This design comes from an exercise in tuning for small area on the open sky130 flow, not from production work.
The RTL was checked by simulation tests, not by an equivalence proof against the original design.
No activity file was given, so power comes from the tool's default toggle rates.

## design/flow/constraint.sdc

```tcl
create_clock -name core_clock -period 12.0 [get_ports {clk}]
set_input_delay 2.4000 -clock core_clock [delete_from_list [all_inputs] [get_ports {clk}]]
set_output_delay 2.4000 -clock core_clock [all_outputs]
set_load 0.01 [all_outputs]
```

## design/flow/config.mk

```make
export PLATFORM = sky130hd
export DESIGN_NAME = rfal_tsm
export DESIGN_NICKNAME = rfal_tsm
export VERILOG_FILES = /design/flow/design.v
export SDC_FILE = /design/flow/constraint.sdc
export NUM_CORES = 4
export LEC_CHECK = 0
export CAP_MARGIN = 20
export CORE_MARGIN = 2
export CORE_UTILIZATION = 50
export SLEW_MARGIN = 20
```

## design/flow/standard.sh

```bash
#!/bin/bash
# synth_recipe.tcl (not shown) runs the flow's synth.tcl, then flattens the netlist and writes it again
# the make line also repeats each setting of config.mk as NAME=value (left out here)
make -C /OpenROAD-flow-scripts/flow DESIGN_CONFIG=/design/flow/config.mk WORK_HOME=/design/flow/orfs CLKGATE_MAP_FILE= SYNTH_SCRIPT=/design/flow/synth_recipe.tcl "${@:-finish}"
```

## design/flow/flow/run.sh

```bash
#!/bin/bash
# Layout flow: the standard flow (standard.sh) with one change in synthesis:
# ABC maps the logic with an area-recovering script (flow/abc_area.script) and
# adders are left to ABC instead of fixed full/half-adder cells. Registers,
# flattening and renaming are the standard synthesis's (synth_recipe.tcl).
set -euo pipefail
WORK=$(pwd)

# synthesis script: synth_recipe.tcl with ABC's -script argument swapped
{
  cat <<'TCL'
proc abc {args} {
  set i [lsearch -exact $args -script]
  if {$i >= 0} { lset args [expr {$i + 1}] $::env(FLOW_ABC_SCRIPT) }
  puts "abc (area script): $args"
  yosys abc {*}$args
}
TCL
  cat "$WORK/synth_recipe.tcl"
} > "$WORK/area_synth.tcl"
export FLOW_ABC_SCRIPT="$WORK/flow/abc_area.script"

# standard.sh with the synthesis script and the adder map replaced
sed -e "s#SYNTH_SCRIPT=[^ ]*synth_recipe.tcl#SYNTH_SCRIPT=$WORK/area_synth.tcl ADDER_MAP_FILE=#" \
    "$WORK/standard.sh" > "$WORK/area_standard.sh"
grep -q "area_synth.tcl ADDER_MAP_FILE=" "$WORK/area_standard.sh"

# port buffers: the smallest buffer cell (every port still gets its own buffer)
export BUFFER_PORTS_ARGS="-buffer_cell sky130_fd_sc_hd__buf_1"
# clock tree: larger sink clusters under clkbuf_8 buffers, no dummy balancing loads
export CTS_ARGS="-sink_clustering_enable -repair_clock_nets -buf_list sky130_fd_sc_hd__clkbuf_8 -sink_clustering_size 12 -sink_clustering_max_diameter 60 -dont_use_dummy_load"

bash "$WORK/area_standard.sh" synth > "$WORK/synth.log" 2>&1
bash "$WORK/area_standard.sh" > "$WORK/layout.log" 2>&1
```

## design/flow/flow/abc_area.script

```
strash
&get -n
&st
&deepsyn -T 240
&dch -f
&nf -a -p -F 10 -A 6 -C 32
&put
```

## design/flow/design.v

```verilog
module rfal_tsm (
    input  wire        clk,
    input  wire        rst_n,
    input  wire        host_req,
    input  wire        host_we,
    input  wire [7:0]  host_addr,
    input  wire [31:0] host_wdata,
    output reg         host_ack,
    output reg  [31:0] host_rdata,
    output reg         fe_req,
    output reg  [3:0]  fe_op,
    output reg  [3:0]  fe_sel,
    output reg  [31:0] fe_arg,
    input  wire        fe_ack,
    input  wire [31:0] fe_rdata,
    output reg         mem_req,
    output reg         mem_we,
    output reg  [11:0] mem_addr,
    output reg  [7:0]  mem_wdata,
    input  wire        mem_ack,
    input  wire [7:0]  mem_rdata,
    output reg         pre_txrx,
    output reg         post_txrx
);
    localparam [3:0] FE_GET_IRQ   = 4'd0,  FE_IRQ_EN   = 4'd1,  FE_IRQ_DIS   = 4'd2,
                     FE_FIFO_WR   = 4'd3,  FE_FIFO_RD  = 4'd4,  FE_FIFO_STAT = 4'd5,
                     FE_CMD       = 4'd6,  FE_TMR_START= 4'd7,  FE_TMR_CHECK = 4'd8,
                     FE_TMR_STOP  = 4'd9,  FE_CONFIG   = 4'd10, FE_ANALOG    = 4'd11,
                     FE_SW_ARM    = 4'd12, FE_SW_EXP   = 4'd13, FE_DET_BR    = 4'd14,
                     FE_MEASURE   = 4'd15;
    localparam [31:0] C_SET_DEFAULT = 32'd0, C_CLEAR_FIFO = 32'd1, C_TX_WITH_CRC = 32'd2,
                      C_TX_NO_CRC   = 32'd3, C_UNMASK_RX  = 32'd4, C_FIELD_ON_CA = 32'd5,
                      C_RESET_CA    = 32'd6;
    localparam [3:0]  I_MODE = 4'd0, I_BITRATE = 4'd1, I_FLAGS = 4'd3, I_TX_LENGTH_BITS = 4'd4,
                      I_NRT_EMV_MODE = 4'd5, I_TXRX_ENABLE = 4'd6, I_LISTEN_AP2P = 4'd9,
                      I_WAKEUP_AMP = 4'd10, I_WAKEUP_PHA = 4'd11;
    localparam [3:0]  T_NRT = 4'd0, T_MRT = 4'd1, T_GPT = 4'd2;
    localparam [3:0]  SW_GT = 4'd0, SW_RXE = 4'd1, SW_APFWT = 4'd2;
    localparam integer F_WL = 0, F_RXE = 1, F_RXS = 2, F_TXE = 3, F_COL = 4, F_NRE = 5,
                       F_CRC = 6, F_PAR = 7, F_ERR2 = 8, F_ERR1 = 9, F_EON = 10, F_EOF = 11,
                       F_CAC = 12, F_CAT = 13, F_NFCT = 14, F_WAM = 15, F_WPH = 16, F_WCAP = 17;
    localparam [31:0] TXRX_IRQS = 32'h0000_0FFF;
    localparam [31:0] LM_IRQS   = 32'h0000_4EC2;
    localparam [31:0] ALL_IRQS  = 32'h0003_FFFF;
    localparam [31:0] CA_IRQS   = 32'h0000_3000;
    localparam [31:0] WU_IRQS   = 32'h0003_8000;
    localparam [3:0] S_NONE = 4'd0, S_NOMEM = 4'd1, S_BUSY = 4'd2, S_IO = 4'd3,
                     S_TIMEOUT = 4'd4, S_FRAMING = 4'd5, S_CRC = 4'd6, S_PARITY = 4'd7,
                     S_COLL = 4'd8, S_LINKLOSS = 4'd9, S_INCOMPLETE = 4'd10,
                     S_PARAM = 4'd11, S_NOTIMPL = 4'd12, S_NOTSUP = 4'd13,
                     S_WRONGSTATE = 4'd14;
    function [7:0] code_val;
        input [3:0] c;
        begin
            code_val = 8'd0;
            code_val[0] = (c == S_NOMEM) ||
                          (c == S_IO) ||
                          (c == S_FRAMING) ||
                          (c == S_CRC) ||
                          (c == S_PARITY) ||
                          (c == S_COLL) ||
                          (c == S_LINKLOSS) ||
                          (c == S_PARAM) ||
                          (c == S_NOTIMPL) ||
                          (c == S_WRONGSTATE);
            code_val[1] = (c == S_BUSY) ||
                          (c == S_IO) ||
                          (c == S_PARITY) ||
                          (c == S_PARAM) ||
                          (c == S_NOTIMPL);
            code_val[2] = (c == S_TIMEOUT) ||
                          (c == S_CRC) ||
                          (c == S_COLL) ||
                          (c == S_LINKLOSS) ||
                          (c == S_PARAM) ||
                          (c == S_NOTIMPL);
            code_val[3] = (c == S_FRAMING) ||
                          (c == S_PARITY) ||
                          (c == S_COLL) ||
                          (c == S_INCOMPLETE) ||
                          (c == S_NOTIMPL) ||
                          (c == S_NOTSUP);
            code_val[4] = (c == S_CRC) ||
                          (c == S_PARITY) ||
                          (c == S_COLL) ||
                          (c == S_NOTSUP);
            code_val[5] = (c == S_LINKLOSS) ||
                          (c == S_INCOMPLETE) ||
                          (c == S_WRONGSTATE);
        end
    endfunction
    localparam [2:0] TOP_NOTINIT = 3'd0, TOP_INIT = 3'd1, TOP_MODESET = 3'd2,
                     TOP_TXRX = 3'd3, TOP_LISTEN = 3'd4, TOP_WAKEUP = 3'd5;
    localparam [5:0] ST_IDLE = 6'h00,
                     TX_IDLE = 6'h10, TX_WAIT_GT = 6'h11, TX_WAIT_FDT = 6'h12,
                     TX_TRANSMIT = 6'h13, TX_WAIT_WL = 6'h14, TX_RELOAD_FIFO = 6'h15,
                     TX_WAIT_TXE = 6'h16, TX_DONE = 6'h17, TX_FAIL = 6'h18,
                     RX_IDLE = 6'h20, RX_WAIT_EON = 6'h21, RX_WAIT_RXS = 6'h22,
                     RX_WAIT_RXE = 6'h23, RX_READ_FIFO = 6'h24, RX_ERR_CHECK = 6'h25,
                     RX_READ_DATA = 6'h26, RX_WAIT_EOF = 6'h27, RX_DONE = 6'h28,
                     RX_FAIL = 6'h29;
    localparam [1:0] LM_NOT_INIT = 2'd0, LM_POWER_OFF = 2'd1, LM_IDLE = 2'd2;
    localparam [1:0] WU_NOT_INIT = 2'd0, WU_ENABLED = 2'd1, WU_WOKE = 2'd2;
    localparam [3:0] M_POLL_A = 4'd1, M_POLL_B = 4'd2, M_POLL_F = 4'd3,
                     M_POLL_AP2P = 4'd5, M_LISTEN_AP2P = 4'd9;
    localparam [6:0]
        P_IDLE  = 7'd0, P_ACK   = 7'd1, P_RST   = 7'd2, P_DEC   = 7'd3,
        P_CLN0  = 7'd4, P_CLN1  = 7'd5, P_CLN2  = 7'd6, P_CLNR  = 7'd7,
        P_INI0  = 7'd8, P_INI1  = 7'd9, P_INI2  = 7'd10, P_INI3  = 7'd11,
        P_INI4  = 7'd12, P_INI5  = 7'd13, P_INI6  = 7'd14, P_MOD0  = 7'd15,
        P_MOD1  = 7'd16, P_BR0   = 7'd17, P_BR1   = 7'd18, P_BR2   = 7'd19,
        P_EH    = 7'd20, P_FON0  = 7'd21, P_FON1  = 7'd22, P_FON2  = 7'd23,
        P_FON3  = 7'd24, P_FON4  = 7'd25, P_FON5  = 7'd26, P_FON6  = 7'd27,
        P_FOFF2 = 7'd28, P_ST0   = 7'd29, P_ST1   = 7'd30, P_ST2   = 7'd31,
        P_ST3   = 7'd32, P_ST4   = 7'd33, P_LS0   = 7'd34, P_LS1   = 7'd35,
        P_LS2   = 7'd36, P_LT0   = 7'd37, P_LT1   = 7'd38, P_LT2   = 7'd39,
        P_WS1   = 7'd40, P_WS3   = 7'd41, P_WS5   = 7'd42, P_WS6   = 7'd43,
        P_WS7   = 7'd44, P_WS8   = 7'd45, P_WS9   = 7'd46, P_WT0   = 7'd47,
        P_WT1   = 7'd48, P_WT2   = 7'd49, P_WT3   = 7'd50, P_WK    = 7'd51,
        P_TXGT  = 7'd52, P_TXFDT = 7'd53, P_TXPRE = 7'd54, P_TXT0  = 7'd55,
        P_TXT1  = 7'd56, P_TXT2  = 7'd57, P_TXWL  = 7'd58, P_TXE   = 7'd59,
        P_RXPRE = 7'd60, P_RXI0  = 7'd61, P_RXI1  = 7'd62, P_RXI2  = 7'd63,
        P_RXI3  = 7'd64, P_EON   = 7'd65, P_EON2  = 7'd66, P_RXS   = 7'd67,
        P_RXS2  = 7'd68, P_RXE   = 7'd69, P_RXE2  = 7'd70, P_RFF   = 7'd71,
        P_ADD   = 7'd72, P_EC1   = 7'd73, P_EC2   = 7'd74, P_EC3   = 7'd75,
        P_EC5   = 7'd76, P_EC6   = 7'd77, P_RD2   = 7'd78, P_RD2B  = 7'd79,
        P_RD3   = 7'd80, P_EOF   = 7'd81, P_LPO   = 7'd82, P_LI    = 7'd83,
        P_LI2   = 7'd84, P_LI3   = 7'd85, P_LF0   = 7'd86, P_LF1   = 7'd87,
        P_LF2   = 7'd88, P_LF3   = 7'd89, P_LF3B  = 7'd90, P_LF3C  = 7'd91,
        P_LF4   = 7'd92, P_WU    = 7'd93, P_CP    = 7'd94, P_CPMR  = 7'd95,
        P_CPFW  = 7'd96, P_CPFR  = 7'd97, P_CPMW  = 7'd98, P_CPE   = 7'd99;
    reg [6:0]  ph;
    reg [31:0] arg0, arg1, arg2, arg3, arg4, arg5;
    reg [3:0]  result;
    reg [15:0] ret0;
    reg [2:0]  top_state;
    reg [5:0]  txrx_state;
    reg [1:0]  lm_state;
    reg [1:0]  wu_state;
    reg [3:0]  status;
    reg        field_on;
    reg        eof_seen;
    reg        tx_en;           
    reg [11:0] tx_buf;
    reg [14:0] tx_len;          
    reg        rx_en;           
    reg [11:0] rx_buf;
    reg [14:0] rx_len;          
    reg [4:0]  flags;
    reg [15:0] rx_rcvd_len;
    reg [11:0] idx;             
    reg [7:0]  cnt;             
    reg [2:0]  cib;             
    reg [4:0]  ir;              
    reg [19:0] t_gt;
    reg [19:0] t_fdt_listen;
    reg [19:0] t_fdt_poll;
    reg [23:0] nrt_value;
    reg        nrt_disabled;
    reg [3:0]  mode;
    reg [1:0]  tx_br;
    reg [1:0]  rx_br;
    reg        policy;
    reg        sw_gt_armed;
    reg        sw_rxe_armed;
    reg        sw_apfwt_armed;
    reg [7:0]  lm_rx_len;       
    reg [7:0]  lm_bit_rate;
    reg        lm_data_flag;
    reg        wu_amp_en, wu_pha_en;
    reg [7:0]  dbyte;           
    wire [7:0]  opc       = host_wdata[7:0];
    wire        is_active = (mode == M_POLL_AP2P) || (mode == M_LISTEN_AP2P);
    wire        is_listen = (mode == M_LISTEN_AP2P);
    wire [31:0] wu_mask   = {15'd0, wu_pha_en, wu_amp_en, 15'd0};
    wire        in_tx     = (txrx_state[5:4] == 2'b01);
    wire        in_lm     = (top_state == TOP_LISTEN);
    wire [3:0]  status_rd = (txrx_state != ST_IDLE) ? S_BUSY : status;
    function in_bounds;
        input [31:0] a;
        input [15:0] len_bits;
        reg [16:0] e;
        begin
            e = {1'b0, a[12:0], 3'b000} + {1'b0, len_bits};
            in_bounds = (a != 32'd0) && (a[31:13] == 19'd0) && (e <= 17'h08000);
        end
    endfunction
    function legal_br;
        input [7:0] b;
        begin
            legal_br = (b[7:2] == 6'd0) || (b == 8'hFF);
        end
    endfunction
    wire        a0_big  = (arg0 > 32'd1000000);
    wire [19:0] a0_time = a0_big ? 20'd1000000 : arg0[19:0];
    wire [6:0]  fwt_adj = (mode == M_POLL_A) ? 7'd64 :
                          (mode == M_POLL_B) ? 7'd32 :
                          (mode == M_POLL_F && (rx_br == 2'd1 || rx_br == 2'd2)) ? 7'd16 : 7'd0;
    wire [24:0] nrt_sum = {1'b0, arg5[23:0]} + {18'd0, fwt_adj};
    wire        nrt_sat = (arg5[31:24] != 8'd0) || nrt_sum[24];
    wire [12:0] rl      = rx_rcvd_len[15:3];
    wire        add_wk  = (ph == P_WK);
    wire [12:0] add_out = (add_wk ? {1'b0, idx} : rl) + (add_wk ? {5'd0, cnt} : 13'h1FFF);
    wire [12:0] rl_m1   = add_out;
    wire [12:0] rd_sum  = add_out;
    wire        rl_gt_cap = (rl != 13'd0) && !({rl_m1, 3'b000} < {1'b0, rx_len});
    wire [2:0] fs_ib  = fe_rdata[10:8];
    wire       fs_mp  = fe_rdata[11];
    wire [7:0] fs_num = fe_rdata[7:0];
    wire nfca_short = !policy && (mode == M_POLL_A) && (ir[2] || ir[1]) && (fs_ib != 3'd0) &&
                      (fs_num == 8'd1) && (idx == 12'd0);
    reg  [3:0] classify;
    always @(*) begin
        if (ir[4])                       classify = S_FRAMING;      
        else if (nfca_short)             classify = S_INCOMPLETE;
        else if (ir[3] && policy)        classify = S_FRAMING;      
        else if (ir[2])                  classify = S_PARITY;
        else if (ir[1])                  classify = S_CRC;
        else if (ir[0])                  classify = S_COLL;
        else if (fs_ib != 3'd0)          classify = S_INCOMPLETE;
        else if (fs_mp)                  classify = S_FRAMING;
        else                             classify = S_NONE;
    end
    wire [2:0] bt_fs_lo = {1'b0, idx[1:0]} + {1'b0, fs_num[1:0]};
    wire emd_discard = policy && (classify != S_NONE) && (idx[11:2] == 10'd0) &&
                       (fs_num[7:2] == 6'd0) && !bt_fs_lo[2];
    wire        in_rx    = txrx_state[5];
    wire        len_more = ({idx, 3'b000} < (in_rx ? rx_len : tx_len));
    wire        tx_more  = len_more;
    wire        cp_more  = (cnt != 8'd0) && len_more &&
                           ((txrx_state != RX_READ_DATA) || ({1'b0, idx} < rl));
    wire [11:0] cp_base  = in_rx ? rx_buf : tx_buf;
    always @(*) begin
        host_ack  = (ph == P_ACK);
        pre_txrx  = (ph == P_TXPRE) || (ph == P_RXPRE);
        post_txrx = (ph == P_CLN2);
        mem_req   = (ph == P_CPMR) || (ph == P_CPMW);
        mem_we    = (ph == P_CPMW);
        mem_addr  = cp_base + idx;
        mem_wdata = dbyte;
        fe_req = (ph == P_CLN0) |
                 (ph == P_CLN1) |
                 (ph == P_INI1) |
                 (ph == P_INI2) |
                 (ph == P_INI3) |
                 (ph == P_INI4) |
                 (ph == P_INI5) |
                 (ph == P_INI6) |
                 (ph == P_MOD0) |
                 (ph == P_MOD1) |
                 (ph == P_BR0) |
                 (ph == P_BR1) |
                 (ph == P_BR2) |
                 (ph == P_EH) |
                 (ph == P_FON0) |
                 (ph == P_FON1) |
                 (ph == P_FON2) |
                 (ph == P_FON3) |
                 (ph == P_FON4) |
                 (ph == P_FON5) |
                 ((ph == P_FON6) && ((t_gt != 20'd0))) |
                 (ph == P_FOFF2) |
                 (ph == P_ST0) |
                 (ph == P_ST1) |
                 (ph == P_ST2) |
                 (ph == P_ST3) |
                 (ph == P_ST4) |
                 (ph == P_LS0) |
                 (ph == P_LS1) |
                 (ph == P_LS2) |
                 (ph == P_LT0) |
                 (ph == P_LT1) |
                 ((ph == P_WS1) && (arg0[0] && arg0[1])) |
                 ((ph == P_WS3) && (arg1[0] && arg1[1])) |
                 (ph == P_WS5) |
                 (ph == P_WS6) |
                 (ph == P_WS7) |
                 (ph == P_WS8) |
                 (ph == P_WS9) |
                 (ph == P_WT0) |
                 (ph == P_WT1) |
                 (ph == P_WT2) |
                 (ph == P_TXGT) |
                 (ph == P_TXFDT) |
                 (ph == P_TXT0) |
                 (ph == P_TXT1) |
                 (ph == P_TXT2) |
                 (ph == P_TXWL) |
                 (ph == P_TXE) |
                 (ph == P_RXI0) |
                 (ph == P_RXI1) |
                 ((ph == P_RXI2) && (!is_active && (t_fdt_poll != 20'd0))) |
                 ((ph == P_RXI3) && (is_active && !nrt_disabled)) |
                 (ph == P_EON) |
                 (ph == P_EON2) |
                 (ph == P_RXS) |
                 (ph == P_RXS2) |
                 (ph == P_RXE) |
                 (ph == P_RXE2) |
                 (ph == P_RFF) |
                 (ph == P_EC1) |
                 (ph == P_EC2) |
                 (ph == P_EC5) |
                 (ph == P_EC6) |
                 (ph == P_EOF) |
                 (ph == P_LPO) |
                 (ph == P_LI) |
                 (ph == P_LI2) |
                 (ph == P_LF0) |
                 (ph == P_LF1) |
                 (ph == P_LF2) |
                 (ph == P_LF3) |
                 (ph == P_LF4) |
                 (ph == P_WU) |
                 (ph == P_CPFW) |
                 (ph == P_CPFR);
        fe_op = ({4{(ph == P_CLN0)}} & (FE_CONFIG)) |
                 ({4{(ph == P_CLN1)}} & (FE_IRQ_DIS)) |
                 ({4{(ph == P_INI1)}} & (FE_CMD)) |
                 ({4{(ph == P_INI2)}} & (FE_IRQ_DIS)) |
                 ({4{(ph == P_INI4)}} & (FE_TMR_STOP)) |
                 ({4{(ph == P_INI5)}} & (FE_TMR_STOP)) |
                 ({4{(ph == P_INI6)}} & (FE_TMR_STOP)) |
                 ({4{(ph == P_MOD0)}} & (FE_CONFIG)) |
                 ({4{(ph == P_MOD1)}} & (FE_ANALOG)) |
                 ({4{(ph == P_BR0)}} & (FE_CONFIG)) |
                 ({4{(ph == P_BR1)}} & (FE_ANALOG)) |
                 ({4{(ph == P_BR2)}} & (FE_ANALOG)) |
                 ({4{(ph == P_EH)}} & (FE_CONFIG)) |
                 ({4{(ph == P_FON1)}} & (FE_IRQ_EN)) |
                 ({4{(ph == P_FON2)}} & (FE_CMD)) |
                 ({4{(ph == P_FON4)}} & (FE_IRQ_DIS)) |
                 ({4{(ph == P_FON5)}} & (FE_CONFIG)) |
                 ({4{(ph == P_FON6)}} & (FE_SW_ARM)) |
                 ({4{(ph == P_FOFF2)}} & (FE_CONFIG)) |
                 ({4{(ph == P_ST1)}} & (FE_IRQ_EN)) |
                 ({4{(ph == P_ST2)}} & (FE_CONFIG)) |
                 ({4{(ph == P_ST3)}} & (nrt_disabled ? FE_TMR_STOP : FE_TMR_START)) |
                 ({4{(ph == P_ST4)}} & ((t_fdt_listen != 20'd0) ? FE_TMR_START : FE_TMR_STOP)) |
                 ({4{(ph == P_LS1)}} & (FE_IRQ_EN)) |
                 ({4{(ph == P_LS2)}} & (FE_CONFIG)) |
                 ({4{(ph == P_LT0)}} & (FE_CONFIG)) |
                 ({4{(ph == P_LT1)}} & (FE_IRQ_DIS)) |
                 ({4{(ph == P_WS1)}} & (FE_MEASURE)) |
                 ({4{(ph == P_WS3)}} & (FE_MEASURE)) |
                 ({4{(ph == P_WS5)}} & (FE_CONFIG)) |
                 ({4{(ph == P_WS6)}} & (FE_CONFIG)) |
                 ({4{(ph == P_WS7)}} & (FE_CONFIG)) |
                 ({4{(ph == P_WS9)}} & (FE_IRQ_EN)) |
                 ({4{(ph == P_WT0)}} & (FE_CONFIG)) |
                 ({4{(ph == P_WT1)}} & (FE_CONFIG)) |
                 ({4{(ph == P_WT2)}} & (FE_IRQ_DIS)) |
                 ({4{(ph == P_TXGT)}} & (FE_SW_EXP)) |
                 ({4{(ph == P_TXFDT)}} & (FE_TMR_CHECK)) |
                 ({4{(ph == P_TXT0)}} & (FE_CMD)) |
                 ({4{(ph == P_TXT1)}} & (FE_CONFIG)) |
                 ({4{(ph == P_TXT2)}} & (FE_CMD)) |
                 ({4{(ph == P_RXI0)}} & (FE_CMD)) |
                 ({4{(ph == P_RXI1)}} & (FE_CMD)) |
                 ({4{(ph == P_RXI2)}} & (FE_TMR_START)) |
                 ({4{(ph == P_RXI3)}} & (FE_SW_ARM)) |
                 ({4{(ph == P_EON2)}} & (FE_SW_EXP)) |
                 ({4{(ph == P_RXS2)}} & (FE_SW_ARM)) |
                 ({4{(ph == P_RXE2)}} & (FE_SW_EXP)) |
                 ({4{(ph == P_RFF)}} & (FE_FIFO_STAT)) |
                 ({4{(ph == P_EC2)}} & (FE_FIFO_STAT)) |
                 ({4{(ph == P_EC5)}} & (FE_CMD)) |
                 ({4{(ph == P_EC6)}} & (FE_CMD)) |
                 ({4{(ph == P_LI2)}} & (FE_DET_BR)) |
                 ({4{(ph == P_LF0)}} & (FE_CMD)) |
                 ({4{(ph == P_LF1)}} & (FE_CMD)) |
                 ({4{(ph == P_LF2)}} & (FE_CMD)) |
                 ({4{(ph == P_LF3)}} & (FE_FIFO_STAT)) |
                 ({4{(ph == P_LF4)}} & (FE_CMD)) |
                 ({4{(ph == P_CPFW)}} & (FE_FIFO_WR)) |
                 ({4{(ph == P_CPFR)}} & (FE_FIFO_RD));
        fe_sel = ({4{(ph == P_CLN0)}} & (I_FLAGS)) |
                 ({4{(ph == P_INI4)}} & (T_NRT)) |
                 ({4{(ph == P_INI5)}} & (T_MRT)) |
                 ({4{(ph == P_INI6)}} & (T_GPT)) |
                 ({4{(ph == P_MOD0)}} & (I_MODE)) |
                 ({4{(ph == P_BR0)}} & (I_BITRATE)) |
                 ({4{(ph == P_EH)}} & (I_NRT_EMV_MODE)) |
                 ({4{(ph == P_FON5)}} & (I_TXRX_ENABLE)) |
                 ({4{(ph == P_FON6)}} & (SW_GT)) |
                 ({4{(ph == P_FOFF2)}} & (I_TXRX_ENABLE)) |
                 ({4{(ph == P_ST2)}} & (I_FLAGS)) |
                 ({4{(ph == P_ST3)}} & (T_NRT)) |
                 ({4{(ph == P_ST4)}} & (T_MRT)) |
                 ({4{(ph == P_LS2)}} & (I_LISTEN_AP2P)) |
                 ({4{(ph == P_LT0)}} & (I_LISTEN_AP2P)) |
                 ({4{(ph == P_WS3)}} & (4'd1)) |
                 ({4{(ph == P_WS5)}} & (I_TXRX_ENABLE)) |
                 ({4{(ph == P_WS6)}} & (I_WAKEUP_AMP)) |
                 ({4{(ph == P_WS7)}} & (I_WAKEUP_PHA)) |
                 ({4{(ph == P_WT0)}} & (I_WAKEUP_AMP)) |
                 ({4{(ph == P_WT1)}} & (I_WAKEUP_PHA)) |
                 ({4{(ph == P_TXGT)}} & (SW_GT)) |
                 ({4{(ph == P_TXFDT)}} & (T_GPT)) |
                 ({4{(ph == P_TXT1)}} & (I_TX_LENGTH_BITS)) |
                 ({4{(ph == P_RXI2)}} & (T_GPT)) |
                 ({4{(ph == P_RXI3)}} & (SW_APFWT)) |
                 ({4{(ph == P_EON2)}} & (SW_APFWT)) |
                 ({4{(ph == P_RXS2)}} & (SW_RXE)) |
                 ({4{(ph == P_RXE2)}} & (SW_RXE));
        fe_arg = ({32{(ph == P_CLN1)}} & (TXRX_IRQS)) |
                 ({32{(ph == P_INI1)}} & (C_SET_DEFAULT)) |
                 ({32{(ph == P_INI2)}} & (ALL_IRQS)) |
                 ({32{(ph == P_INI3)}} & (ALL_IRQS)) |
                 ({32{(ph == P_MOD0)}} & ({28'd0, mode})) |
                 ({32{(ph == P_MOD1)}} & ({16'h00FE, mode, 3'd0, is_listen})) |
                 ({32{(ph == P_BR0)}} & ({22'd0, new_rx[1:0], 6'd0, new_tx[1:0]})) |
                 ({32{(ph == P_BR1)}} & ({14'd0, 2'd1, 6'd0, tx_br, mode, 3'd0, is_listen})) |
                 ({32{(ph == P_BR2)}} & ({14'd0, 2'd2, 6'd0, rx_br, mode, 3'd0, is_listen})) |
                 ({32{(ph == P_EH)}} & ({31'd0, arg0[0]})) |
                 ({32{(ph == P_FON0)}} & (CA_IRQS)) |
                 ({32{(ph == P_FON1)}} & (CA_IRQS)) |
                 ({32{(ph == P_FON2)}} & (C_FIELD_ON_CA)) |
                 ({32{(ph == P_FON3)}} & (CA_IRQS)) |
                 ({32{(ph == P_FON4)}} & (CA_IRQS)) |
                 ({32{(ph == P_FON5)}} & (32'd1)) |
                 ({32{(ph == P_FON6)}} & ({12'd0, t_gt})) |
                 ({32{(ph == P_ST0)}} & (TXRX_IRQS)) |
                 ({32{(ph == P_ST1)}} & (TXRX_IRQS)) |
                 ({32{(ph == P_ST2)}} & ({27'd0, flags})) |
                 ({32{(ph == P_ST3)}} & (nrt_disabled ? 32'd0 : {8'd0, nrt_value})) |
                 ({32{(ph == P_ST4)}} & ({12'd0, t_fdt_listen})) |
                 ({32{(ph == P_LS0)}} & (LM_IRQS)) |
                 ({32{(ph == P_LS1)}} & (LM_IRQS)) |
                 ({32{(ph == P_LS2)}} & (32'd1)) |
                 ({32{(ph == P_LT1)}} & (LM_IRQS)) |
                 ({32{(ph == P_WS6)}} & ({8'd0, (arg0[0] && arg0[1]) ? dbyte : arg0[23:16], arg0[15:8], 5'd0, arg0[2:0]})) |
                 ({32{(ph == P_WS7)}} & ({8'd0, (arg1[0] && arg1[1]) ? cnt : arg1[23:16], arg1[15:8], 5'd0, arg1[2:0]})) |
                 ({32{(ph == P_WS8)}} & (wu_mask)) |
                 ({32{(ph == P_WS9)}} & (wu_mask)) |
                 ({32{(ph == P_WT2)}} & (WU_IRQS)) |
                 ({32{(ph == P_TXT0)}} & (C_CLEAR_FIFO)) |
                 ({32{(ph == P_TXT1)}} & ({17'd0, tx_len})) |
                 ({32{(ph == P_TXT2)}} & (flags[0] ? C_TX_NO_CRC : C_TX_WITH_CRC)) |
                 ({32{(ph == P_TXWL)}} & (32'h9)) |
                 ({32{(ph == P_TXE)}} & (32'h9)) |
                 ({32{(ph == P_RXI0)}} & (C_CLEAR_FIFO)) |
                 ({32{(ph == P_RXI1)}} & (C_UNMASK_RX)) |
                 ({32{(ph == P_RXI2)}} & ({12'd0, t_fdt_poll})) |
                 ({32{(ph == P_RXI3)}} & ({8'd0, nrt_value})) |
                 ({32{(ph == P_EON)}} & (32'h0000_0420)) |
                 ({32{(ph == P_RXS)}} & ({20'd0, is_active, 5'd0, 6'h24})) |
                 ({32{(ph == P_RXS2)}} & (32'd10)) |
                 ({32{(ph == P_RXE)}} & ({20'd0, is_active, 9'd0, 2'h3})) |
                 ({32{(ph == P_EC1)}} & (32'h0000_03D0)) |
                 ({32{(ph == P_EC5)}} & (C_CLEAR_FIFO)) |
                 ({32{(ph == P_EC6)}} & (C_UNMASK_RX)) |
                 ({32{(ph == P_EOF)}} & (32'h0000_0800)) |
                 ({32{(ph == P_LPO)}} & (32'h0000_0400)) |
                 ({32{(ph == P_LI)}} & (LM_IRQS & ~32'h400)) |
                 ({32{(ph == P_LF0)}} & (C_CLEAR_FIFO)) |
                 ({32{(ph == P_LF1)}} & (C_RESET_CA)) |
                 ({32{(ph == P_LF2)}} & (C_UNMASK_RX)) |
                 ({32{(ph == P_LF4)}} & (C_CLEAR_FIFO)) |
                 ({32{(ph == P_WU)}} & (wu_mask)) |
                 ({32{(ph == P_CPFW)}} & ({24'd0, dbyte}));
    end
    wire [7:0] br_tx_in = opc[0] ? arg0[7:0]  : arg0[15:8];
    wire [7:0] br_rx_in = opc[0] ? arg0[15:8] : arg0[23:16];
    wire [7:0] new_tx   = (br_tx_in != 8'hFF) ? br_tx_in : {6'd0, tx_br};
    wire [7:0] new_rx   = (br_rx_in != 8'hFF) ? br_rx_in : {6'd0, rx_br};
    wire       rd_ok = (host_addr[1:0] == 2'b00) && (host_addr[7:6] == 2'b00);
    wire [3:0] ra    = host_addr[5:2];
    always @(*) begin
        host_rdata = ({32{rd_ok && ra == 4'h1}} & {24'd0, code_val(result)}) |
                     ({32{rd_ok && ra == 4'h2}} & arg0) |
                     ({32{rd_ok && ra == 4'h3}} & arg1) |
                     ({32{rd_ok && ra == 4'h4}} & arg2) |
                     ({32{rd_ok && ra == 4'h5}} & arg3) |
                     ({32{rd_ok && ra == 4'h6}} & arg4) |
                     ({32{rd_ok && ra == 4'h7}} & arg5) |
                     ({32{rd_ok && ra == 4'h8}} & {24'd0, code_val(status_rd)}) |
                     ({32{rd_ok && ra == 4'h9}} & {10'd0, lm_data_flag, field_on, 2'd0, wu_state,
                                                   2'd0, lm_state, 1'b0, top_state, 2'd0,
                                                   txrx_state}) |
                     ({32{rd_ok && ra == 4'hA}} & {16'd0, rx_rcvd_len}) |
                     ({32{rd_ok && ra == 4'hB}} & {21'd0, lm_rx_len, 3'b000}) |
                     ({32{rd_ok && ra == 4'hC}} & {24'd0, lm_bit_rate}) |
                     ({32{rd_ok && ra == 4'hD}} & {16'd0, ret0});
    end
    wire txv      = (arg0 != 32'd0) && (arg1[15:0] != 16'd0);
    wire st_param = (arg1[31:16] != 16'd0) || (arg3[31:16] != 16'd0) || (arg4[31:5] != 27'd0);
    wire st_bad   = (!txv && (arg2 == 32'd0)) ||
                    ((arg0 != 32'd0) && !in_bounds(arg0, arg1[15:0])) ||
                    ((arg2 != 32'd0) && !in_bounds(arg2, arg3[15:0]));
    wire txrx_busy = (txrx_state != ST_IDLE);
    reg [3:0] dec_code;
    reg       dec_done;
    always @(*) begin
        dec_code = S_NONE;
        dec_done = 1'b0;
        if (host_wdata[31:8] != 24'd0) dec_code = S_PARAM;
        else case (opc)
            8'h01, 8'h09, 8'h0B, 8'h11, 8'h13: ;
            8'h02: begin
                if (arg0[31:24] != 8'd0 || arg0[7:0] > 8'd9 ||
                    !legal_br(arg0[15:8]) || !legal_br(arg0[23:16]))  dec_code = S_PARAM;
                else if (top_state == TOP_NOTINIT)                    dec_code = S_WRONGSTATE;
                else if (arg0[3:0] == 4'd0)                           dec_code = S_PARAM;
                else if ((arg0[3:0] >= 4'd6 && arg0[3:0] <= 4'd8) || arg0[3:0] == 4'd4)
                                                                      dec_code = S_NOTSUP;
                else if (txrx_busy)                                   dec_code = S_WRONGSTATE;
            end
            8'h03: begin
                if (arg0[31:16] != 16'd0 || !legal_br(arg0[7:0]) || !legal_br(arg0[15:8]))
                                                                      dec_code = S_PARAM;
                else if (top_state < TOP_MODESET || txrx_busy)        dec_code = S_WRONGSTATE;
            end
            8'h04, 8'h05, 8'h06: dec_done = 1'b1;
            8'h07: if (arg0[31:1] != 31'd0)                           dec_code = S_PARAM;
            8'h08: if (top_state < TOP_MODESET)                       dec_code = S_WRONGSTATE;
            8'h0A: begin
                if (st_param)                                         dec_code = S_PARAM;
                else if (top_state < TOP_MODESET || txrx_busy)        dec_code = S_WRONGSTATE;
                else if (st_bad)                                      dec_code = S_PARAM;
                else if (!txv && !is_listen && !field_on)             dec_code = S_WRONGSTATE;
            end
            8'h0C: begin
                dec_code = status_rd;
                dec_done = 1'b1;
            end
            8'h0D, 8'h0E:                                             dec_code = S_NOTIMPL;
            8'h10: begin
                if (arg0[31:4] != 28'd0 || arg3[31:16] != 16'd0)      dec_code = S_PARAM;
                else if (top_state == TOP_NOTINIT || txrx_busy || top_state == TOP_WAKEUP)
                                                                      dec_code = S_WRONGSTATE;
                else if (arg0[3:0] == 4'd0)                           dec_code = S_PARAM;
                else if (arg0[2:0] != 3'd0)                           dec_code = S_NOTSUP;
                else if (!in_bounds(arg2, arg3[15:0]))                dec_code = S_PARAM;
            end
            8'h12: begin
                if (arg0[7:3] != 5'd0 || arg0[31:24] != 8'd0 ||
                    arg1[7:3] != 5'd0 || arg1[31:24] != 8'd0 ||
                    arg2[7:3] != 5'd0 || arg2[31:24] != 8'd0)         dec_code = S_PARAM;
                else if (top_state == TOP_NOTINIT || txrx_busy || top_state == TOP_LISTEN)
                                                                      dec_code = S_WRONGSTATE;
                else if (arg2[0] && (arg0[0] || arg1[0]))             dec_code = S_PARAM;
                else if (arg2[0])                                     dec_code = S_NOTIMPL;
                else if (!arg0[0] && !arg1[0])                        dec_code = S_PARAM;
            end
            default:                                                  dec_code = S_PARAM;
        endcase
        if (dec_code != S_NONE) dec_done = 1'b1;
    end
    wire [15:0] rd_bits = (cib != 3'd0 && rl != 13'd0) ? {rl_m1, cib} : {rl, 3'b000};
    task finish;
        begin
            ph <= P_ACK;
        end
    endtask
    task rx_fail;
        input [3:0] code;
        begin
            status      <= code;
            rx_rcvd_len <= {1'b0, idx, 3'b000};
            txrx_state  <= RX_FAIL;
            ph          <= P_WK;
        end
    endtask
    wire step = fe_ack || mem_ack || !(fe_req || mem_req);
    always @(posedge clk) begin
        if (!rst_n) begin
            ph <= P_RST;
        end else begin
            case (ph)
            P_IDLE: begin
                if (host_req) begin
                    if (!host_we) ph <= P_ACK;
                    else if (host_addr == 8'h00) ph <= P_DEC;
                    else begin
                        ph <= P_ACK;
                        if (host_addr[1:0] == 2'b00) case (host_addr[7:2])
                            6'h02: arg0 <= host_wdata;
                            6'h03: arg1 <= host_wdata;
                            6'h04: arg2 <= host_wdata;
                            6'h05: arg3 <= host_wdata;
                            6'h06: arg4 <= host_wdata;
                            6'h07: arg5 <= host_wdata;
                            default: ;
                        endcase
                    end
                end
            end
            P_ACK: ph <= P_IDLE;
            P_RST, P_INI0: begin
                top_state      <= (ph == P_RST) ? TOP_NOTINIT : TOP_INIT;
                txrx_state     <= ST_IDLE;
                lm_state       <= LM_NOT_INIT;
                wu_state       <= WU_NOT_INIT;
                status         <= S_NONE;
                field_on       <= 1'b0;
                t_gt           <= 20'd0;
                t_fdt_listen   <= 20'd0;
                t_fdt_poll     <= 20'd0;
                mode           <= 4'd0;
                tx_br          <= 2'd0;
                rx_br          <= 2'd0;
                policy         <= 1'b0;
                sw_gt_armed    <= 1'b0;
                sw_rxe_armed   <= 1'b0;
                sw_apfwt_armed <= 1'b0;
                lm_data_flag   <= 1'b0;
                lm_rx_len      <= 8'd0;
                lm_bit_rate    <= 8'hFF;
                rx_rcvd_len    <= 16'd0;
                ret0           <= 16'd0;
                result         <= S_NONE;
                ph             <= (ph == P_RST) ? P_IDLE : P_INI1;
            end
            P_CLN2: begin
                sw_rxe_armed   <= 1'b0;
                sw_apfwt_armed <= 1'b0;
                ph             <= P_CLNR;
            end
            P_CLNR: begin
                if (!opc[3]) ph <= P_INI0;
                else begin
                    if (!opc[1]) status <= S_IO;
                    else if (txrx_state == TX_DONE || txrx_state == RX_DONE) status <= S_NONE;
                    txrx_state <= ST_IDLE;
                    ph         <= opc[1] ? P_ACK : P_FOFF2;
                end
            end
            P_DEC: begin
                result <= dec_code;
                if (host_wdata[31:8] == 24'd0) case (opc)
                    8'h04: t_fdt_poll   <= a0_time;
                    8'h05: t_fdt_listen <= a0_time;
                    8'h06: t_gt         <= a0_time;
                    8'h0C: ret0         <= rx_rcvd_len;
                    default: ;
                endcase
                if (dec_done) ph <= P_ACK;
                else case (opc)
                    8'h01: ph <= txrx_busy ? P_CLN0 : P_INI0;
                    8'h02: begin
                        mode <= arg0[3:0];
                        ph   <= P_MOD0;
                    end
                    8'h03: ph <= P_BR0;
                    8'h07: begin
                        policy <= arg0[0];
                        ph     <= P_EH;
                    end
                    8'h08: ph <= field_on ? P_FON6 : P_FON0;
                    8'h09: ph <= txrx_busy ? P_CLN0 : P_FOFF2;
                    8'h0A: begin
                        tx_en        <= txv;
                        tx_buf       <= arg0[11:0];
                        tx_len       <= arg1[14:0];
                        rx_en        <= (arg2 != 32'd0);
                        rx_buf       <= arg2[11:0];
                        rx_len       <= arg3[14:0];
                        flags        <= arg4[4:0];
                        status       <= S_BUSY;
                        top_state    <= TOP_TXRX;
                        rx_rcvd_len  <= 16'd0;
                        sw_rxe_armed   <= 1'b0;
                        sw_apfwt_armed <= 1'b0;
                        nrt_disabled <= (arg5 == 32'hFFFF_FFFF);
                        nrt_value    <= nrt_sat ? 24'hFF_FFFF : nrt_sum[23:0];
                        ph           <= P_ST0;
                    end
                    8'h0B: ph <= P_WK;
                    8'h10: begin
                        tx_buf       <= arg2[11:0];
                        tx_len       <= arg3[14:0];
                        lm_rx_len    <= 8'd0;
                        lm_bit_rate  <= 8'hFF;
                        lm_data_flag <= 1'b0;
                        ph           <= P_LS0;
                    end
                    8'h11: ph <= (top_state == TOP_LISTEN) ? P_LT0 : P_LT2;
                    8'h12: begin
                        wu_amp_en <= arg0[0];
                        wu_pha_en <= arg1[0];
                        ph        <= P_WS1;
                    end
                    default: ph <= (top_state == TOP_WAKEUP) ? P_WT0 : P_WT3;    
                endcase
            end
            P_INI6, P_BR2, P_EH, P_ST4, P_LS2, P_WS9, P_EC6, P_LF2, P_LF4, P_LPO, P_WU,
            P_FON6, P_FOFF2, P_RXI3, P_TXT2: if (step) begin
                case (ph)
                    P_ST4:   txrx_state <= tx_en ? TX_IDLE : RX_IDLE;
                    P_LS2: begin
                        lm_state  <= LM_POWER_OFF;
                        top_state <= TOP_LISTEN;
                    end
                    P_WS9: begin
                        wu_state  <= WU_ENABLED;
                        top_state <= TOP_WAKEUP;
                    end
                    P_LF4:   lm_data_flag <= 1'b1;
                    P_LPO:   if (fe_rdata[F_EON]) lm_state <= LM_IDLE;
                    P_WU:    if ((fe_rdata[16:15] & {wu_pha_en, wu_amp_en}) != 2'b00)
                                 wu_state <= WU_WOKE;
                    P_FON6:  if (fe_req) sw_gt_armed <= 1'b1;
                    P_FOFF2: begin
                        field_on    <= 1'b0;
                        sw_gt_armed <= 1'b0;
                    end
                    P_RXI3: begin
                        if (fe_req) sw_apfwt_armed <= 1'b1;
                        txrx_state <= is_active ? RX_WAIT_EON : RX_WAIT_RXS;
                    end
                    P_TXT2:  txrx_state <= tx_more ? TX_WAIT_WL : TX_WAIT_TXE;
                    default: ;
                endcase
                finish;
            end
            P_MOD1: if (fe_ack) begin
                top_state <= TOP_MODESET;
                ph        <= P_BR0;
            end
            P_BR0: if (fe_ack) begin
                tx_br <= new_tx[1:0];
                rx_br <= new_rx[1:0];
                ph    <= P_BR1;
            end
            P_FON3: if (fe_ack && (fe_rdata[13:12] != 2'b00)) begin
                ir[0] <= fe_rdata[F_CAC];
                ph    <= P_FON4;
            end
            P_FON4: if (fe_ack) begin
                if (ir[0]) begin
                    result <= S_COLL;
                    finish;
                end else begin
                    field_on <= 1'b1;
                    ph       <= P_FON5;
                end
            end
            P_LT0: if (fe_ack) begin
                top_state <= TOP_INIT;
                ph        <= P_LT1;
            end
            P_LT2: begin
                lm_state     <= LM_NOT_INIT;
                lm_data_flag <= 1'b0;
                lm_rx_len    <= 8'd0;
                lm_bit_rate  <= 8'hFF;
                finish;
            end
            P_WS1: if (step) begin
                dbyte <= fe_rdata[7:0];
                ph    <= P_WS3;
            end
            P_WS3: if (step) begin
                cnt <= fe_rdata[7:0];
                ph  <= P_WS5;
            end
            P_WS5: if (fe_ack) begin
                field_on <= 1'b0;
                ph       <= P_WS6;
            end
            P_WT1: if (fe_ack) begin
                top_state <= TOP_INIT;
                ph        <= P_WT2;
            end
            P_WT3: begin
                wu_state <= WU_NOT_INIT;
                finish;
            end
            P_WK: begin
                case (top_state)
                    TOP_TXRX: begin
                        case (txrx_state)
                            TX_IDLE: txrx_state <= TX_WAIT_GT;
                            TX_WAIT_GT: begin
                                if (sw_gt_armed) ph <= P_TXGT;
                                else txrx_state <= TX_WAIT_FDT;
                            end
                            TX_WAIT_FDT: begin
                                if (!is_active && t_fdt_poll != 20'd0) ph <= P_TXFDT;
                                else txrx_state <= TX_TRANSMIT;
                            end
                            TX_TRANSMIT: ph <= P_TXPRE;
                            TX_WAIT_WL:  ph <= P_TXWL;
                            TX_RELOAD_FIFO: begin
                                cnt <= 8'd16;
                                ph  <= P_CP;
                            end
                            TX_WAIT_TXE: ph <= P_TXE;
                            TX_DONE: begin
                                if (!rx_en) ph <= P_CLN0;
                                else begin
                                    txrx_state <= RX_IDLE;
                                    finish;
                                end
                            end
                            TX_FAIL, RX_DONE, RX_FAIL: ph <= P_CLN0;
                            RX_IDLE: begin
                                idx      <= 12'd0;
                                eof_seen <= 1'b0;
                                ph       <= tx_en ? P_RXI2 : P_RXPRE;
                            end
                            RX_WAIT_EON:  ph <= P_EON;
                            RX_WAIT_RXS:  ph <= P_RXS;
                            RX_WAIT_RXE:  ph <= P_RXE;
                            RX_READ_FIFO: ph <= P_RFF;
                            RX_ERR_CHECK: ph <= P_EC1;
                            RX_READ_DATA: begin
                                rx_rcvd_len <= {rd_sum, 3'b000};
                                ph          <= P_RD2;
                            end
                            RX_WAIT_EOF: begin
                                if (eof_seen) txrx_state <= RX_DONE;
                                else ph <= P_EOF;
                            end
                            default: finish;
                        endcase
                    end
                    TOP_LISTEN: begin
                        if (lm_state == LM_POWER_OFF) ph <= P_LPO;
                        else if (lm_state == LM_IDLE && !lm_data_flag) ph <= P_LI;
                        else finish;
                    end
                    TOP_WAKEUP: begin
                        if (wu_state == WU_ENABLED) ph <= P_WU;
                        else finish;
                    end
                    default: finish;
                endcase
            end
            P_TXGT: if (fe_ack) begin
                if (!fe_rdata[0]) finish;
                else begin
                    sw_gt_armed <= 1'b0;
                    txrx_state  <= TX_WAIT_FDT;
                    ph          <= P_WK;
                end
            end
            P_TXFDT: if (fe_ack) begin
                if (fe_rdata[1:0] == 2'd2) finish;
                else begin
                    txrx_state <= TX_TRANSMIT;
                    ph         <= P_WK;
                end
            end
            P_TXT1: if (fe_ack) begin
                idx <= 12'd0;
                cnt <= 8'd32;
                ph  <= P_CP;
            end
            P_TXWL: if (fe_ack) begin
                if (fe_rdata[3] == 1'b0 && fe_rdata[0] == 1'b0) finish;
                else begin
                    if (fe_rdata[F_WL] && !fe_rdata[F_TXE]) txrx_state <= TX_RELOAD_FIFO;
                    else begin
                        status     <= S_IO;
                        txrx_state <= TX_FAIL;
                    end
                    ph <= P_WK;
                end
            end
            P_TXE: if (fe_ack) begin
                if (fe_rdata[F_TXE]) begin
                    txrx_state <= TX_DONE;
                    ph         <= P_WK;
                end else finish;
            end
            P_EON: if (fe_ack) begin
                if (fe_rdata[F_EON]) begin
                    txrx_state <= RX_WAIT_RXS;
                    finish;
                end else if (fe_rdata[F_NRE]) rx_fail(S_TIMEOUT);
                else if (sw_apfwt_armed) ph <= P_EON2;
                else finish;
            end
            P_EON2: if (fe_ack) begin
                if (fe_rdata[0]) rx_fail(S_TIMEOUT);
                else finish;
            end
            P_RXS: if (fe_ack) begin
                if (!fe_rdata[F_RXS] && !fe_rdata[F_NRE] && !(is_active && fe_rdata[F_EOF]))
                    finish;
                else if (fe_rdata[F_RXS]) begin
                    eof_seen     <= is_active && fe_rdata[F_EOF];
                    sw_rxe_armed <= 1'b1;
                    txrx_state   <= RX_WAIT_RXE;
                    ph           <= P_RXS2;
                end else if (is_active && fe_rdata[F_EOF]) rx_fail(S_LINKLOSS);
                else rx_fail(S_TIMEOUT);
            end
            P_RXS2: if (fe_ack) ph <= P_WK;
            P_RXE: if (fe_ack) begin
                if (is_active && fe_rdata[F_EOF]) eof_seen <= 1'b1;
                if (fe_rdata[F_RXE]) begin
                    sw_rxe_armed <= 1'b0;
                    txrx_state   <= RX_ERR_CHECK;
                    ph           <= P_WK;
                end else if (eof_seen || (is_active && fe_rdata[F_EOF])) rx_fail(S_LINKLOSS);
                else if (fe_rdata[F_WL]) begin
                    txrx_state <= RX_READ_FIFO;
                    ph         <= P_WK;
                end else if (sw_rxe_armed) ph <= P_RXE2;
                else finish;
            end
            P_RXE2: if (fe_ack) begin
                if (fe_rdata[0]) rx_fail(S_FRAMING);
                else finish;
            end
            P_RFF: if (fe_ack) begin
                cnt <= fe_rdata[7:0];
                ph  <= P_CP;
            end
            P_EC1: if (fe_ack) begin
                ir <= {fe_rdata[F_ERR1], fe_rdata[F_ERR2], fe_rdata[F_PAR], fe_rdata[F_CRC],
                       fe_rdata[F_COL]};
                ph <= P_EC2;
            end
            P_EC2: if (fe_ack) begin
                cnt <= fe_rdata[7:0];
                cib <= fe_rdata[10:8];
                if (nfca_short) begin
                    ph <= P_CP;
                end else if (emd_discard) ph <= P_EC5;
                else begin
                    if (classify != S_NONE) status <= classify;
                    txrx_state <= RX_READ_DATA;
                    ph         <= P_WK;
                end
            end
            P_EC5: if (fe_ack) begin
                idx          <= 12'd0;
                sw_rxe_armed <= 1'b0;
                txrx_state   <= RX_WAIT_RXS;
                ph           <= P_EC6;
            end
            P_RD2: begin
                if (!flags[1] && rl > 13'd2) begin
                    rx_rcvd_len[15:3] <= rl_m1;
                    ph <= P_RD2B;
                end else ph <= P_CP;
            end
            P_RD2B: begin
                rx_rcvd_len[15:3] <= rl_m1;
                ph <= P_CP;
            end
            P_EOF: if (fe_ack) begin
                if (fe_rdata[F_EOF]) begin
                    txrx_state <= RX_DONE;
                    ph         <= P_WK;
                end else finish;
            end
            P_LI: if (fe_ack) begin
                ir[0] <= fe_rdata[F_RXE];
                ir[1] <= fe_rdata[F_PAR] || fe_rdata[F_CRC] || fe_rdata[F_ERR1];
                ir[2] <= fe_rdata[F_EOF];
                ph    <= fe_rdata[F_NFCT] ? P_LI2 : P_LI3;
            end
            P_LI2: if (fe_ack) begin
                lm_bit_rate <= fe_rdata[7:0];
                ph          <= P_LI3;
            end
            P_LI3: begin
                if (ir[0]) ph <= ir[1] ? P_LF0 : P_LF3;
                else begin
                    if (ir[2]) lm_state <= LM_POWER_OFF;
                    finish;
                end
            end
            P_LF3: if (fe_ack) begin
                cnt <= fe_rdata[7:0];
                idx <= 12'd0;
                ph  <= P_LF3B;
            end
            P_LF3B: begin
                if (cnt > 8'd2) begin
                    cnt <= cnt - 8'd1;
                    ph  <= P_LF3C;
                end else ph <= P_CP;
            end
            P_LF3C: begin
                cnt <= cnt - 8'd1;
                ph  <= P_CP;
            end
            P_CP: begin
                if (!cp_more) ph <= P_CPE;
                else if (in_tx) ph <= P_CPMR;
                else ph <= P_CPFR;
            end
            P_CPMR: if (mem_ack) begin
                dbyte <= mem_rdata;
                ph    <= P_CPFW;
            end
            P_CPFR: if (fe_ack) begin
                dbyte <= fe_rdata[7:0];
                ph    <= P_CPMW;
            end
            P_CPFW, P_CPMW: if (fe_ack || mem_ack) begin
                idx <= idx + 12'd1;
                cnt <= cnt - 8'd1;
                ph  <= P_CP;
            end
            P_CPE: begin
                if (in_lm) begin
                    lm_rx_len <= idx[7:0];
                    ph        <= P_LF4;
                end else case (txrx_state)
                    TX_TRANSMIT: ph <= P_TXT2;
                    TX_RELOAD_FIFO: begin
                        txrx_state <= tx_more ? TX_WAIT_WL : TX_WAIT_TXE;
                        finish;
                    end
                    RX_READ_FIFO: begin
                        if (cnt != 8'd0) begin      
                            status      <= S_NOMEM;
                            rx_rcvd_len <= {1'b0, idx, 3'b000};
                            txrx_state  <= RX_FAIL;
                            ph          <= P_WK;
                        end else begin
                            txrx_state <= RX_WAIT_RXE;
                            finish;
                        end
                    end
                    RX_ERR_CHECK: begin           
                        rx_rcvd_len <= {13'd0, cib};
                        status      <= S_INCOMPLETE;
                        txrx_state  <= RX_FAIL;
                        ph          <= P_WK;
                    end
                    default: begin                
                        rx_rcvd_len <= rd_bits;
                        if (rl_gt_cap && status == S_BUSY) status <= S_NOMEM;
                        txrx_state <= (status != S_BUSY || rl_gt_cap) ? RX_FAIL :
                                      (is_active ? RX_WAIT_EOF : RX_DONE);
                        ph         <= P_WK;
                    end
                endcase
            end
            default: if (step) ph <= ph + 7'd1;
            endcase
        end
    end
endmodule
```

==> metrics.yaml, run 1 <==
setup_path:
  start_kind: "flip-flop"
  worst-path-buf-inv: 2
  path_class: "flip-flop to output port"
  cpMostUsedCell: "maj3_1"
  reg2reg_from: "arg3[0]$_DFFE_PP_"
  cp.required_ns: 9.60
  critPathMaxFanout: 30
  crit_path_max_incr_delay_ns: 0.41
  cp.arrival_ns: 5.27
  crit_family: "adder cells"
  rr_endpoint: "status[2]$_DFFE_PP_"
  r2r_setup_slack_ns: 4.98
  cp_slowest_cell: "maj3_1"
  end_kind: "output port"
  r2r_cells: 16
  crit_chain: "buf_4 > mux2i_1 > nor2b_1 > xnor2_1 > nor2_1 > a21oi_1 > maj3_1 > a21boi_0 > o21ai_0 > maj3_1 > o211a_1 > a21oi_1 > maj3_1 > maj3_1 > maj3_1 > xnor2_1 > buf_1"
layout:
  drive_gt1_frac: 0.06684
  area_delta_synth_final_pct: 12.06
  nNetsFinal: 2706
grt:
  grt_overflow: 0
  grt.total_usage: 0.4942
  grt_max_degree: 42
  antenna_found_initial: 8
  grt_pass1_wl_um: 181500
  grt_pass1_vias: 23680
floorplan:
  core_mm2: 0.04997
  die-area_mm2: 0.05214
  initial_core_util: 0.5037
  row_count: 82
  pin_count: 184
  fp.dieH_um: 228.3
  fp.dieW_um: 228.3
synth:
  avgSynthCellArea_um2: 10.84
  ys_top_cells_by_area: "edfxtp_1, nor2_1, a222oi_1"
  synthFlopType: "edfxtp_1"
  syn-instance-count: 2321
  yosysMostFrequentCell: "edfxtp_1"
  synth_top_cell_by_area: "edfxtp_1"
  synth.cells.most_frequent: "edfxtp_1, nor2_1, nand2_1"
  syn_area_mm2: 0.02517
  ys_types: 70
  synth_edf_count: 460
  synthArstFlopShare: 0
  synth_seq_cells: 467
  synth_top_area_share: 0.5489
  ys_seq_area_frac: 0.5545
  yosys_warnings: 1
drt:
  wl_per_cell_um: 39.93
  num_vias: 25560
  wirelength_um: 131800
  drc: 0
  drt-initial-drc-count: 5620
  firstDrtPassIters: 10
  vias_per_cell: 7.746
  ant_nets: 0
worst_hold_path:
  hold_path_startpoint: "arg4[3]$_DFFE_PP_"
  hold_path_end: "flags[3]$_DFFE_PP_"
  hold_path_depth: 0
  hold_path.class: "flip-flop to flip-flop"
clock_tree:
  cts_resized: 0
  clockBufferDepth: 3
  clk_latency_ns: 0.71
  htree_levels: 2
  post_cts_buffers: 0
  clock_tree.root_cell: "clkbuf_8"
  postCtsHoldBufs: 0
  cts_tree: "done"
  numCtsBuffers: 52
  clkTransAtPathRegs_ns: 0.09
  clock_sinks: 467
timing:
  setup_ws_ns: 4.329
  post-route-period-util: 0.6392
  worst_pin_slew_ns: 1.266
  fmaxAchievable_mhz: 130.4
  finalSetupViolCount: 0
  rsz0062_at_grt: "false"
  fin_tns_setup_ns: 0
  skew_ns: 0.1045
  drv_slew: 0
  post-route-min-period_ns: 7.671
  max_slew_margin: 0.1453
  finalHoldViolCount: 0
place:
  gp_congestion: 1.127
  preCtsSetupSlack_ns: 4.537
  dp_hpwl_um: 97960
  port-buffer-count: 160
power_and_ir_drop:
  leakage_nw: 8.795
  finalPower_mw: 4.999
  p_per_area_mw_per_mm2: 177.3
  ir_worst_vdd_mv: 0.1378
run:
  maxCapViolCount: 0
run_status:
  status: "timing/DRC/antenna clean"
==> registers in the layout (all words and copies together) (netlist names), 12 cells and up <==
signal	cells
arg3	32
rx_rcvd_len	16
arg5	32
idx	12
arg1	32
t_fdt_listen	20
tx_len	15
tx_buf	12
arg0	32
arg4	32
nrt_value	24
arg2	32
ret0	16
rx_buf	12
t_gt	20
rx_len	15
t_fdt_poll	20
==> cells in the final DEF (no fill, tap or decap), types with 23 or more instances in the layout <==
cell type,Yosys,routed
nor2b_1,27,25
nand2_1,248,248
mux2_1,31,31
a31oi_1,25,25
a22oi_1,58,58
edfxtp_1,460,460
nor4_1,88,86
nand3_1,76,76
clkbuf_8,0,52
buf_4,8,82
xnor2_1,47,47
a222oi_1,94,94
a21oi_1,104,100
nor3_1,90,78
nand2b_1,46,46
buf_1,0,160
nand4_1,60,60
and2_0,33,33
a221oi_1,23,23
clkinv_1,34,34
o22ai_1,26,26
nor2_1,252,242
o21ai_0,122,119
and3_1,40,40
==> worst reg2reg max path: stages (launching register included) <==
cell       delay [ns]
edfxtp_1         0.51
nor3_1           0.89
o211ai_1         0.19
nor4_1           0.29
o21ai_0          0.24
maj3_1           0.41
nor2_1           0.12
o221a_1          0.62
o22ai_1          0.31
a2111oi_0        0.54
buf_4            0.22
o311a_1          0.26
nand4_1          0.49
o21ai_0          0.36
buf_4            0.23
o211ai_1         0.20
nor3_1           0.72
==> cell families after synthesis <==
group                      synth area share
and+or+nand+nor                      0.2061
DFF                                  0.5545
adders and majority gates          0.006364
AOI/OAI and AO/OA                    0.1789
xor gates and xnor gates            0.02386
muxes                               0.02262
buffers and inverters              0.007458
other                             0.0001490
==> through the flow <==
step | hold WS, ns | instances | utilization | cell area (um2)
final | 0.4664 | 3300 | 0.5644 | 28200
after detailed placement | 0.4485 | 3234 | 0.5479 | 27380
after global routing | 0.4643 | 3291 | 0.5640 | 28180
after CTS | 0.4607 | 3286 | 0.5622 | 28090
after floorplan | 0.4252 | 2328 | - | 25190
after global placement | 0.4487 | 3233 | 0.5476 | 27360
==> report_power, final <==
part	leakage, nW	total, mW	switching, mW	internal, mW
clock	0.374	0.936	0.554	0.382
sequential	4.19	2.20	0.199	2.01
combinational	4.23	1.86	1.39	0.474
total	8.79	5.00	2.14	2.86
==> cell type report <==
cell class | instances | area (um2)
Fill cell | 4311 | 21760
Sequential cell | 467 | 13950
Multi-Input combinational cell | 1819 | 11250
Timing Repair Buffer | 246 | 1286
Tap cell | 672 | 840.8
Clock buffer | 52 | 715.7
Inverter | 34 | 127.6
Antenna cell | 10 | 25.02
==> worst max-delay path by stage <==
stage                     to               startpoint  slack (ns)  cells past startpoint
3_3_place_gp   host_rdata[4]             host_addr[1]        4.61                      7
4_1_cts         mem_addr[11]  txrx_state[5]$_DFFE_PP_        4.37                     17
5_1_grt         mem_addr[11]  txrx_state[5]$_DFFE_PP_        3.98                     17
6_report        mem_addr[11]  txrx_state[5]$_DFFE_PP_        4.33                     17
2_1_floorplan  host_rdata[4]             host_addr[1]        4.15                      8
3_5_place_dp   host_rdata[4]             host_addr[1]        4.54                      7
==> routing by layer <==
layer  track usage  vias up  routed length, um
met5             0        -                143
met4        0.3619        2              12200
met3        0.1783      584              20840
met2        0.7081     2701              54070
met1        0.6166    12220              44520
li1              -    10060                  -
==> run 2, diff against run 1 <==
--- a/design/flow/flow/run.sh
+++ b/design/flow/flow/run.sh
@@ -29,5 +29,5 @@
 export BUFFER_PORTS_ARGS="-buffer_cell sky130_fd_sc_hd__buf_1"
 # clock tree: larger sink clusters under clkbuf_8 buffers, no dummy balancing loads
-export CTS_ARGS="-sink_clustering_enable -repair_clock_nets -buf_list sky130_fd_sc_hd__clkbuf_8 -sink_clustering_size 12 -sink_clustering_max_diameter 60 -dont_use_dummy_load"
+export CTS_ARGS="-sink_clustering_enable -repair_clock_nets -buf_list sky130_fd_sc_hd__clkbuf_8 -sink_clustering_size 16 -sink_clustering_max_diameter 70 -dont_use_dummy_load"
 
 bash "$WORK/area_standard.sh" synth > "$WORK/synth.log" 2>&1
==> run 2 against run 1 <==
Net effect:
- still clean on timing, DRC and antenna
- clock skew increased by 0.016 ns
- sequential cell count is the same
- die area down 0.12%
- clock power down 9.8%
- hold slack gained 0.045 ns
- cell count down 1.9%
- sequential power about the same
- utilization decreased by 0.71 points
- register-to-register slack got worse by 0.10 ns
- critical path depth up 1
- clock-buffer cell count fell by 12
- synthesized area is 0.12% lower
==> metrics.yaml, run 2 <==
run_status:
  status: "timing/DRC/antenna clean"
layout:
  mostFrequentLayoutCells: "edfxtp_1, nor2_1, nand2_1, buf_1, a21oi_1"
  drive_gt1_frac: 0.05315  # -0.01370
  nNetsFinal: 2647  # -2.2%
  fin_util: 0.5573  # -0.007144
  final_common_cell: "edfxtp_1"
  area_delta_synth_final_pct: 10.55
  fin_area_mm2: 0.02779  # -1.5%
  fill_cells: 4384  # +1.7%
synth:
  ys_top_cells_by_area: "edfxtp_1, a222oi_1, nor2_1"
  yosys_warnings: 1  # unchanged
  synth_edf_count: 460  # unchanged
  yosysMostFrequentCell: "edfxtp_1"
  synth_seq_cells: 467  # unchanged
  synth_top_area_share: 0.5496  # +0.0006831
  syn-instance-count: 2291  # -1.3%
  synth_top_cell_by_area: "edfxtp_1"
  synth.cells.most_frequent: "edfxtp_1, nor2_1, nand2_1"
  syn_area_mm2: 0.02513  # -0.12%
  synthArstFlopShare: 0  # unchanged
  ys_seq_area_frac: 0.5552  # +0.0006900
  avgSynthCellArea_um2: 10.97  # +1.2%
  synthFlopType: "edfxtp_1"
  ys_types: 69  # -1.4%
floorplan:
  core_mm2: 0.04986  # -0.21%
  initial_core_util: 0.5041  # about the same
  die-area_mm2: 0.05208  # -0.12%
  fp.dieH_um: 228.2  # about the same
  row_count: 82  # unchanged
  fp.dieW_um: 228.2  # about the same
  pin_count: 184  # unchanged
clock_tree:
  clock_tree.root_cell: "clkbuf_8"
  numCtsBuffers: 40  # -23%
  cts_resized: 0  # unchanged
  clock_sinks: 467  # unchanged
  clockBufferDepth: 3  # unchanged
  cts_tree: "done"
  htree_levels: 2  # unchanged
  clkTransAtPathRegs_ns: 0.09  # about the same
  postCtsHoldBufs: 0  # unchanged
  clk_latency_ns: 0.69  # -0.02 ns
setup_path:
  crit_path_max_incr_delay_ns: 0.44  # +0.03 ns
  cp.required_ns: 9.60  # about the same
  rr_endpoint: "status[0]$_DFFE_PP_"
  cp.arrival_ns: 5.94  # +0.67 ns
  r2r_cells: 16  # unchanged
  critPathMaxFanout: 31  # +3.3%
  crit_chain: "buf_4 > mux2i_1 > nor2_1 > xnor2_1 > nor2_1 > a21oi_1 > maj3_1 > and2_0 > o21ai_0 > nand2_1 > maj3_1 > maj3_1 > maj3_1 > maj3_1 > maj3_1 > maj3_1 > xnor2_1 > buf_1"
  path_class: "flip-flop to output port"
  cp_slowest_cell: "maj3_1"
  start_kind: "flip-flop"
  r2r_setup_slack_ns: 4.88  # -0.10 ns
  end_kind: "output port"
power_and_ir_drop:
  power.share.clock: 0.196  # +0.009
  p_switching_mw: 1.688  # -21%
  switching_share: 0.3911  # -0.03646
  ir_worst_vdd_mv: 0.1185  # -14%
  intPower_mw: 2.629  # -8.1%
  pwr-share-seq: 0.508  # +0.067
  p_per_area_mw_per_mm2: 155.4  # -12%
  finalPower_mw: 4.317  # -14%
  power_frac_comb: 0.296  # -0.076
  leakage_nw: 8.651  # -1.6%
grt:
  grt.total_usage: 0.4609  # -0.03327
  met2_usage: 0.6879  # -0.02020
  grt_pass1_vias: 23270  # -1.7%
  grt-busiest-layer: "met2"
  grt_overflow: 0  # unchanged
  use_met3: 0.1099  # -0.06839
  grt_pass1_wl_um: 171600  # -5.4%
  antenna_found_initial: 5  # -3
  met1_usage: 0.5975  # -0.01905
  grt_max_degree: 34  # -19%
place:
  gp_congestion: 1.056  # -6.3%
  port-buffer-count: 160  # unchanged
  dp_hpwl_um: 91650  # -6.4%
  dpl-instance-area_mm2: 0.02720  # -0.63%
drt:
  vias_per_cell: 7.672  # -0.95%
  num_vias: 24830  # -2.9%
  wirelength_um: 123000  # -6.7%
  firstDrtPassIters: 11  # +1
  drc: 0  # unchanged
  ant_nets: 0  # unchanged
  wl_per_cell_um: 38.00  # -4.8%
  drt-initial-drc-count: 5379  # -4.3%
worst_hold_path:
  hold_path_startpoint: "arg4[4]$_DFFE_PP_"
  hold_path_depth: 0  # unchanged
  hold_path_end: "flags[4]$_DFFE_PP_"
  hold_path.class: "flip-flop to flip-flop"
timing:
  max_slew_margin: 0.1939  # +0.04867
  fin_hold_ws_ns: 0.5113  # +0.04491 ns
  skew_ns: 0.1209  # +0.01634 ns
  fin_tns_setup_ns: 0  # unchanged
  rsz0062_at_grt: "false"
  worst_pin_slew_ns: 1.203  # -0.06256 ns
  fmaxAchievable_mhz: 119.9  # -8.1%
  drv_slew: 0  # unchanged
  finalHoldViolCount: 0  # unchanged
  finalSetupViolCount: 0  # unchanged
  post-route-period-util: 0.6953  # +0.05606
  post-route-min-period_ns: 8.344  # +0.6728 ns
run:
  maxCapViolCount: 0  # unchanged
-- run 2: cell types whose count changed after synthesis, moves of 8 or more --
cell      change
or3_1        +14
a221oi_1      -8
clkinv_1     +21
nor2_1       -19
a22oi_1      -13
nor3_1       +15
nand2b_1     -16
o21ai_0      -16
nand2_1      -34
-- run 2: cells by family after synthesis --
group / share of synthesized area
XOR/XNOR: 0.02370
adder cells (fa/ha/maj): 0.008363
flip-flops: 0.5552
other: 0.0001492
multiplexers: 0.02768
buffers and inverters: 0.01060
AND/OR/NAND/NOR: 0.1986
AO/OA/AOI/OAI: 0.1757
-- run 2: worst max-delay path by stage --
stage,depth (start not counted),end,from,slack (ns)
global placement,14,status[0]$_DFFE_PP_,host_wdata[0],4.43
floorplan,7,host_rdata[2],host_addr[1],4.23
CTS,18,mem_addr[11],txrx_state[5]$_DFFE_PP_,3.67
global route,18,mem_addr[11],txrx_state[5]$_DFFE_PP_,3.37
detailed placement,11,host_rdata[2],host_addr[1],4.32
finish,18,mem_addr[11],txrx_state[5]$_DFFE_PP_,3.66
-- run 2: layout make-up --
class	instances	area, um2	share of cell area
flip-flops and latches	467	13950	0.5022
multi-input cells	1768	11100	0.3996
well taps	672	840.8	0.03026
diodes	5	12.51	0.0004503
inverters	55	206.4	0.007430
repair buffers	229	1119	0.04026
clock buffers	40	550.5	0.01981
-- run 2: per-layer routing --
layer	up-vias	share of wire
met5	-	0.00038
met4	8	0.086
met3	562	0.14
met2	2457	0.43
met1	11900	0.34
li1	9895	-
-- run 2: power by group through the flow --
stage	clock [mW]	sequential, mW	combinational [mW]
after global routing	0.878	2.19	1.32
after detailed placement	0	2.21	1.21
after floorplan	0	2.12	0.659
after CTS	0.827	2.17	1.21
after global placement	0	2.21	1.20
final	0.844	2.19	1.28
-- run 2: stage by stage --
step           cells  setup WS [ns]
5_1_grt         3231          3.366
3_5_place_dp    3191          4.323
6_report        3236          3.656
4_1_cts         3231          3.672
3_3_place_gp    3191          4.425
2_1_floorplan   2298          4.227
-- run 2: critical path, delay by kind of cell (launching register included) --
| kind | cells | cell delay [ns] |
|---|---|---|
| AOI/OAI and AO/OA | 2 | 0.29 |
| xor gates and xnor gates | 2 | 0.31 |
| adders and majority gates | 7 | 2.86 |
| buffers and inverters | 2 | 0.59 |
| DFF | 1 | 0.33 |
| muxes | 1 | 0.33 |
| and+or+nand+nor | 4 | 0.55 |
